Source: an optimization exercise on an open RTL-to-GDS flow (aim: small area, a short achievable clock period and few clock cycles per item). Production flows keep margins and buffers that such runs may drop. The RTL was checked by simulation tests, not by an equivalence proof against the original design. Power is estimated from default activity; no workload was simulated.

Setup of run 1:
Design fft_peak16, start of the top module:
module fft_peak16 (
    input  wire        clk,
    input  wire        rst,
    input  wire        in_valid,
    output wire        in_ready,
    input  wire [15:0] in_re,
    input  wire [15:0] in_im,
    input  wire [15:0] in_si,
    output reg         out_valid,
    output wire [8:0]  out_bin,
    output wire [15:0] out_mag,
    output wire [15:0] out_freq
);
    function automatic pk_gt15(input [14:0] a, input [14:0] b, input eq);
        integer i;
        reg g;
        begin
            g = eq;
            for (i = 0; i < 15; i = i + 1)
                g = (a[i] & ~b[i]) | ((a[i] | ~b[i]) & g);
            pk_gt15 = g;
        end
    endfunction
    function automatic [8:0] pk_inc9(input [8:0] a);
        integer i;
        reg c;
        begin
            c = 1'b1;
            for (i = 0; i < 9; i = i + 1) begin
                pk_inc9[i] = a[i] ^ c;
                c = a[i] & c;
            end
        end
    endfunction
    reg        rdy;
    reg  [8:0] cnt;
    reg        busy;
    reg        s1_v, s2_v, s2_nan;
    reg [14:0] s1_re, s1_im, s2_x, s2_z;
    reg        s2_xr, s2_zr;
    reg [15:0] freq;       
    reg        done;       
    reg  [8:0] best;
    reg [14:0] bestv;
    assign in_ready = rdy;
    wire at511 = s1_v ? (s2_v ? cnt == 9'd509 : cnt == 9'd510)
                      : (s2_v ? cnt == 9'd510 : cnt == 9'd511);
    always @(posedge clk) begin
        s1_re <= in_re[14:0];
        s1_im <= in_im[14:0];
        if (rst) begin
            rdy       <= 1'b1;
            s1_v      <= 1'b0;
            s2_v      <= 1'b0;
        end else begin
            s1_v <= in_valid && rdy;
            s2_v <= s1_v;
            if (in_valid && rdy && at511)
                rdy <= 1'b0;
            else if (busy && cnt == 9'd10)
                rdy <= 1'b1;
        end
    end
    wire [14:0] xin, zin;
    pk_order u_order (.a(s1_re), .b(s1_im), .x(xin), .z(zin));
    wire [14:0] x2, z2;
  ...
For scale: roughly 1700 cells after synthesis, ~120 flip-flops, ~94 I/O pins, ~12000 sq um of cells after synthesis.
==> flow/config.mk <==
export PLATFORM = sky130hd
export DESIGN_NAME = fft_peak16
export DESIGN_NICKNAME = fft_peak16
export VERILOG_FILES = /design/flow/design.v
export SDC_FILE = /design/flow/constraint.sdc
export NUM_CORES = 4
export LEC_CHECK = 0
export ABC_AREA = 1
export CAP_MARGIN = 20
export CORE_MARGIN = 2
export CORE_UTILIZATION = 45
export CTS_BUF_LIST = sky130_fd_sc_hd__clkbuf_8
export PLACE_DENSITY = 0.65
export SLEW_MARGIN = 20
==> flow/constraint.sdc <==
create_clock -name core_clock -period 70.0 [get_ports {clk}]
set_input_delay 14.0000 -clock core_clock [delete_from_list [all_inputs] [get_ports {clk}]]
set_output_delay 14.0000 -clock core_clock [all_outputs]
set_load 0.01 [all_outputs]
standard.sh (not shown) runs the stock make flow with config.mk's settings and CLKGATE_MAP_FILE= SYNTH_SCRIPT=/design/flow/synth_recipe.tcl, a recipe that flattens the netlist after the stock synthesis.
==> flow/flow/run.sh <==
#!/bin/bash
# The standard layout flow (standard.sh: standard synthesis, floorplan,
# placement, CTS, routing), except for two settings:
# - the buffers put on the input and output ports are sky130_fd_sc_hd__buf_1
#   instead of the delay buffer the placer picks by default;
# - clock tree synthesis uses clkbuf_16 at the root and clkbuf_8 elsewhere,
#   and adds no dummy loads (they only pad the lightly loaded leaf buffers).
# The make output goes to standard.log; each ORFS step keeps its own log
# under orfs/logs/.
set -euo pipefail
bash standard.sh BUFFER_PORTS_ARGS="-buffer_cell sky130_fd_sc_hd__buf_1" \
    "CTS_ARGS=-repair_clock_nets -root_buf sky130_fd_sc_hd__clkbuf_16 -buf_list sky130_fd_sc_hd__clkbuf_8 -dont_use_dummy_load" \
    finish > standard.log 2>&1
Testbench counts of run 1, summed over its fixed seeds: cycles 33,624, items 64.
Modified inputs, run 2 compared to run 1
Settings: changing PLACE_DENSITY from 0.65 to 0.8; changing CORE_UTILIZATION from 45 to 60.
--- a/flow/flow/run.sh
+++ b/flow/flow/run.sh
@@ -10,4 +10,4 @@
 set -euo pipefail
 bash standard.sh BUFFER_PORTS_ARGS="-buffer_cell sky130_fd_sc_hd__buf_1" \
-    "CTS_ARGS=-repair_clock_nets -root_buf sky130_fd_sc_hd__clkbuf_16 -buf_list sky130_fd_sc_hd__clkbuf_8 -dont_use_dummy_load" \
+    "CTS_ARGS=-sink_clustering_enable -repair_clock_nets -root_buf sky130_fd_sc_hd__clkbuf_16 -buf_list sky130_fd_sc_hd__clkbuf_8 -dont_use_dummy_load" \
     finish > standard.log 2>&1
Results
Compared with run 1, run 2 shows half-perimeter wire length after detailed placement that has gone down by a few percent.
Global-route track usage on met3 is lower on run 1
In run 2 the amount of wire on met2 after detailed routing turned out 2.6% lower than in run 1.
The smallest setup slack after layout reported for run 2 is greater than that of run 1 by 23 ps.
Between run 1 and run 2, the final critical-path share of the clock period does not differ in any meaningful way.
The lower final design area excluding fillers of run 1 and run 2 is in run 2.
When run 2 is measured against run 1, its first-iteration DRC count turns out 15% lower.
Looking at run 1 and run 2, the clock tree cell share of total cell area is a wash.
Run 2 vs. run 1: layout-stage area growth over the synthesis result went down by 1.1 points.
On run 2: total chip power is 0.0052 mW lower than what run 1 gave.
Setup changes, run 2 to run 3
Settings: a change of PLACE_DENSITY from 0.8 to 0.65; a change of CORE_UTILIZATION from 60 to 45.
Findings:
- Summary of run 3 over run 2: placed instance count moved up; post-layout utilization of the core moved down.
- Looking at end point of the critical path, the out_bin[1] result is from run 2; the out_freq[0] one comes from run 3.
- NOTE design area run 2->run 3 increased slightly
Input-level comparison between run 4 and run 3:
--- a/flow/flow/run.sh
+++ b/flow/flow/run.sh
@@ -10,4 +10,4 @@
 set -euo pipefail
 bash standard.sh BUFFER_PORTS_ARGS="-buffer_cell sky130_fd_sc_hd__buf_1" \
-    "CTS_ARGS=-sink_clustering_enable -repair_clock_nets -root_buf sky130_fd_sc_hd__clkbuf_16 -buf_list sky130_fd_sc_hd__clkbuf_8 -dont_use_dummy_load" \
+    "CTS_ARGS=-sink_clustering_enable -sink_clustering_size 30 -sink_clustering_max_diameter 150 -repair_clock_nets -root_buf sky130_fd_sc_hd__clkbuf_16 -buf_list sky130_fd_sc_hd__clkbuf_8 -dont_use_dummy_load" \
     finish > standard.log 2>&1
==> comparison <==
- Diff run 4..run 3 | final cell count | unchanged
- Run 3 -> run 4: full die area delta 0, exact match
- From run 4 to run 3, worst reg2reg path depth did not move at all.
- Diff run 3..run 4 | register fraction of the total cell area | unchanged
- There was hardly any difference in relative contribution of sequential cells to total power between run 3 and run 4.
- From run 4 to run 3, die width did not move at all.
- Post-route minimum period came out exactly the same in run 4 and run 3.
- Final period utilization: run 4 vs run 3 identical

what the ideal ports hide:
No port has a modelled driver above. Below, the same layouts with a new extraction and two added sets of constraints.
Step 1 assumes that a clkbuf_16 drives the clock port and a buf_2 every other input.
Step 2 moves the port delays by t, midway between the first and last clock arrival at a register: inputs arrive t later, outputs are due t later. That takes back most of the time a late clock gives input paths.
a / b / c = ideal / step 1 / step 2; a / b = the first two.
run | t (ns) | setup WS [ns] | worst data-port slew with drivers (ns)
run 1 | 0.412 | 54.954 / 54.905 / 55.224 | 0.04
run 2 | 0.412 | 54.977 / 54.930 / 55.226 | 0.03
run 3 | 0.412 | 54.954 / 54.905 / 55.224 | 0.04
run 4 | 0.412 | 54.954 / 54.905 / 55.224 | 0.04
After both steps every run listed still meets setup and hold.
